What follows belongs to an exercise in optimizing a design on an open flow for small area and few clock cycles; a production flow would make more cautious choices. The RTL was checked by simulation tests, not by an equivalence proof against the original design. Power figures rest on the tool's default switching activity, not on a simulated workload.

## P
Design snpe, start of the top module:
module snpe (
    input  wire        clk,
    input  wire        rst,
    input  wire        cmd_valid,
    output wire        cmd_ready,
    input  wire [7:0]  cmd_data,
    input  wire        cmd_last,
    output wire        rsp_valid,
    input  wire        rsp_ready,
    output wire [7:0]  rsp_data,
    output wire        rsp_last,
    input  wire [31:0] now,
    input  wire [15:0] rnd
);
    localparam N_SLOTS = 5;
    localparam [15:0] CK_INIT = 16'h1021;
    localparam [3:0] C_RESET = 4'd0,  C_INIT = 4'd1,  C_BYTE = 4'd2,  C_READ = 4'd3,
                     C_GEN   = 4'd4,  C_CHK  = 4'd5,  C_REQ  = 4'd6,  C_CCHK = 4'd7,
                     C_RD    = 4'd8,  C_CNT  = 4'd9,  C_ILL  = 4'd10, C_GENB = 4'd11,
                     C_CHKB  = 4'd12;
    localparam [3:0] K_OK1  = 4'd0,  K_EOP  = 4'd1,  K_EFMT = 4'd2,  K_ELEN = 4'd3,
                     K_CRC  = 4'd4,  K_REQH = 4'd5,  K_REQN = 4'd6,  K_CKS  = 4'd7,
                     K_EFUL = 4'd8,  K_EMIS = 4'd9,  K_CHKH = 4'd10, K_RD   = 4'd11,
                     K_CNT  = 4'd12, K_EIDX = 4'd13;
    function [15:0] ck_step(input [15:0] a, input [7:0] b);
        ck_step = {a[14:0], a[15]} ^ {8'h00, b};
    endfunction
    reg [15:0] acc;
    reg [N_SLOTS-1:0] pv;
    reg [15:0] pchal [0:N_SLOTS-1];
    reg [15:0] piss  [0:N_SLOTS-1];
    reg [31:0] pt    [0:N_SLOTS-1];
    reg [N_SLOTS-1:0] zh;      
    reg        rsp;        
    reg        pl;         
    reg [8:0]  cnt;        
    reg [3:0]  cls;        
    reg [7:0]  kh, kl;     
    reg [15:0] tacc;       
    reg [2:0]  sidx;       
  ...
clock: 10.0 ns
lec_check: 0
cap_margin: 20
core_margin: 2
core_utilization: 60
slew_margin: 20
standard.sh (not shown) runs the stock make flow with config.mk's settings and CLKGATE_MAP_FILE= SYNTH_SCRIPT=/design/flow/synth_recipe.tcl, a recipe that flattens the netlist after the stock synthesis.
==> flow/flow/run.sh <==
#!/bin/bash
# Layout: the standard flow (standard.sh, unchanged synthesis), with two
# changes to how the layout is made:
#  - each port gets a small buffer (buf_2) rather than the one buffer_ports
#    picks by default (a 10 um2 delay buffer);
#  - clock tree synthesis clusters up to 16 sinks per clkbuf_8 and does not
#    add dummy loads for balancing.
# Each tool's full output is in orfs/logs/... (per ORFS step) and standard.log.
set -euo pipefail
export BUFFER_PORTS_ARGS="-buffer_cell sky130_fd_sc_hd__buf_2"
export CTS_ARGS="-sink_clustering_enable -repair_clock_nets -buf_list sky130_fd_sc_hd__clkbuf_8 -sink_clustering_size 16 -sink_clustering_max_diameter 60 -dont_use_dummy_load"
bash standard.sh > standard.log 2>&1
Testbench counts of P, summed over its fixed seeds: cycles 39,449.
What Q does differently from P at the input level:
Settings: CORE_UTILIZATION: 60 -> 40.
Notes after the runs:
P ended up with met5 as its highest routed metal layer; Q ended up with met4.
Changes observed in Q relative to P: cell area after synthesis neither gained nor lost much; routability congestion estimate lost 4.1%; worst hold margin picked up an extra 0.025 ns.
What R does differently from Q at the input level:
==> flow/run.sh (new file) <==
#!/bin/bash
# synth_recipe.tcl (not shown) runs the flow's synth.tcl, then flattens the netlist and writes it again
# the make line also repeats each setting of config.mk as NAME=value (left out here)
make -C /OpenROAD-flow-scripts/flow DESIGN_CONFIG=/design/flow/config.mk WORK_HOME=/design/flow/orfs CLKGATE_MAP_FILE= SYNTH_SCRIPT=/design/flow/synth_recipe.tcl finish
removed: flow/flow/run.sh
removed: flow/standard.sh
--- outcome ---
R finished every step from synthesis to the final layout, and the layout passed the timing, design-rule and antenna checks.
Delta (R minus Q): cell depth of the worst flop-to-flop path up about 7%; number of antenna violations at the first check in global routing has decreased; combinational power share shows a reduction of 1.9 points.
Between R and Q, via count is lower for Q, R comes in above that.
Summary — portion of total power attributed to the clock network, R relative to Q: higher, by 14 points.
Summary of R over Q: first-pass GRT wire length now larger; number of signal-net buffers in the layout increased 15.
R: setup slack after layout is 0.17 ns higher than what Q reported.
Post-route cell area is lower on Q
Area share of buffers outside the clock network in R vs Q: up 1.9 points
Final routed wire length divided by cell count shrinks slightly when moving from Q to R.
Inputs modified between R and S:
Settings: setting CTS_BUF_LIST to sky130_fd_sc_hd__clkbuf_8 for the first time; setting CTS_CLUSTER_DIAMETER to 60 for the first time; setting CTS_CLUSTER_SIZE to 16 for the first time.
### Flow results
Between R and S, the difference in peak clock frequency supported by timing is negligible.
Delta (S minus R): final-layout fill cell count has increased, clock network power share dropped 10 points, period utilization did not really move, cell area went down by 660 um^2.

## static timing again, ports no longer ideal
In the flow no input, the clock included, has a driving cell. The finished layouts below were timed again as built, in two steps. Step 1 sets driving cells, clkbuf_16 on the clock port and buf_2 on the other inputs (assumed; they add their load-dependent delay and slew). Step 2, shift: input delay + t, output delay - t, t = (earliest + latest rising clock arrival at the registers) / 2. This alone moves slack from input paths to output paths. a / b / c = no drivers / after step 1 / after step 2; a / b = the first two.
run | t (ns) | setup WS [ns] | worst hold slack (ns) | clock arrival spread, ns | pins driven straight from the clock port
P | 0.589 | 0.130 / 0.100 / 0.100 | 0.287 / 0.287 / 0.287 | 0.115 / 0.116 | 1
Q | 0.633 | 0.118 / 0.080 / 0.080 | 0.313 / 0.313 / 0.313 | 0.129 / 0.128 | 1
R | 0.635 | 0.289 / 0.267 / 0.267 | 0.327 / 0.327 / 0.327 | 0.037 / 0.036 | 1
S | 0.688 | 0.290 / 0.268 / 0.268 | 0.331 / 0.331 / 0.331 | 0.057 / 0.058 | 1
After both steps every run listed still meets setup and hold. For Q, which loses most, drivers alone change the setup slack by -0.038 ns; drivers and shift together by -0.038 ns.
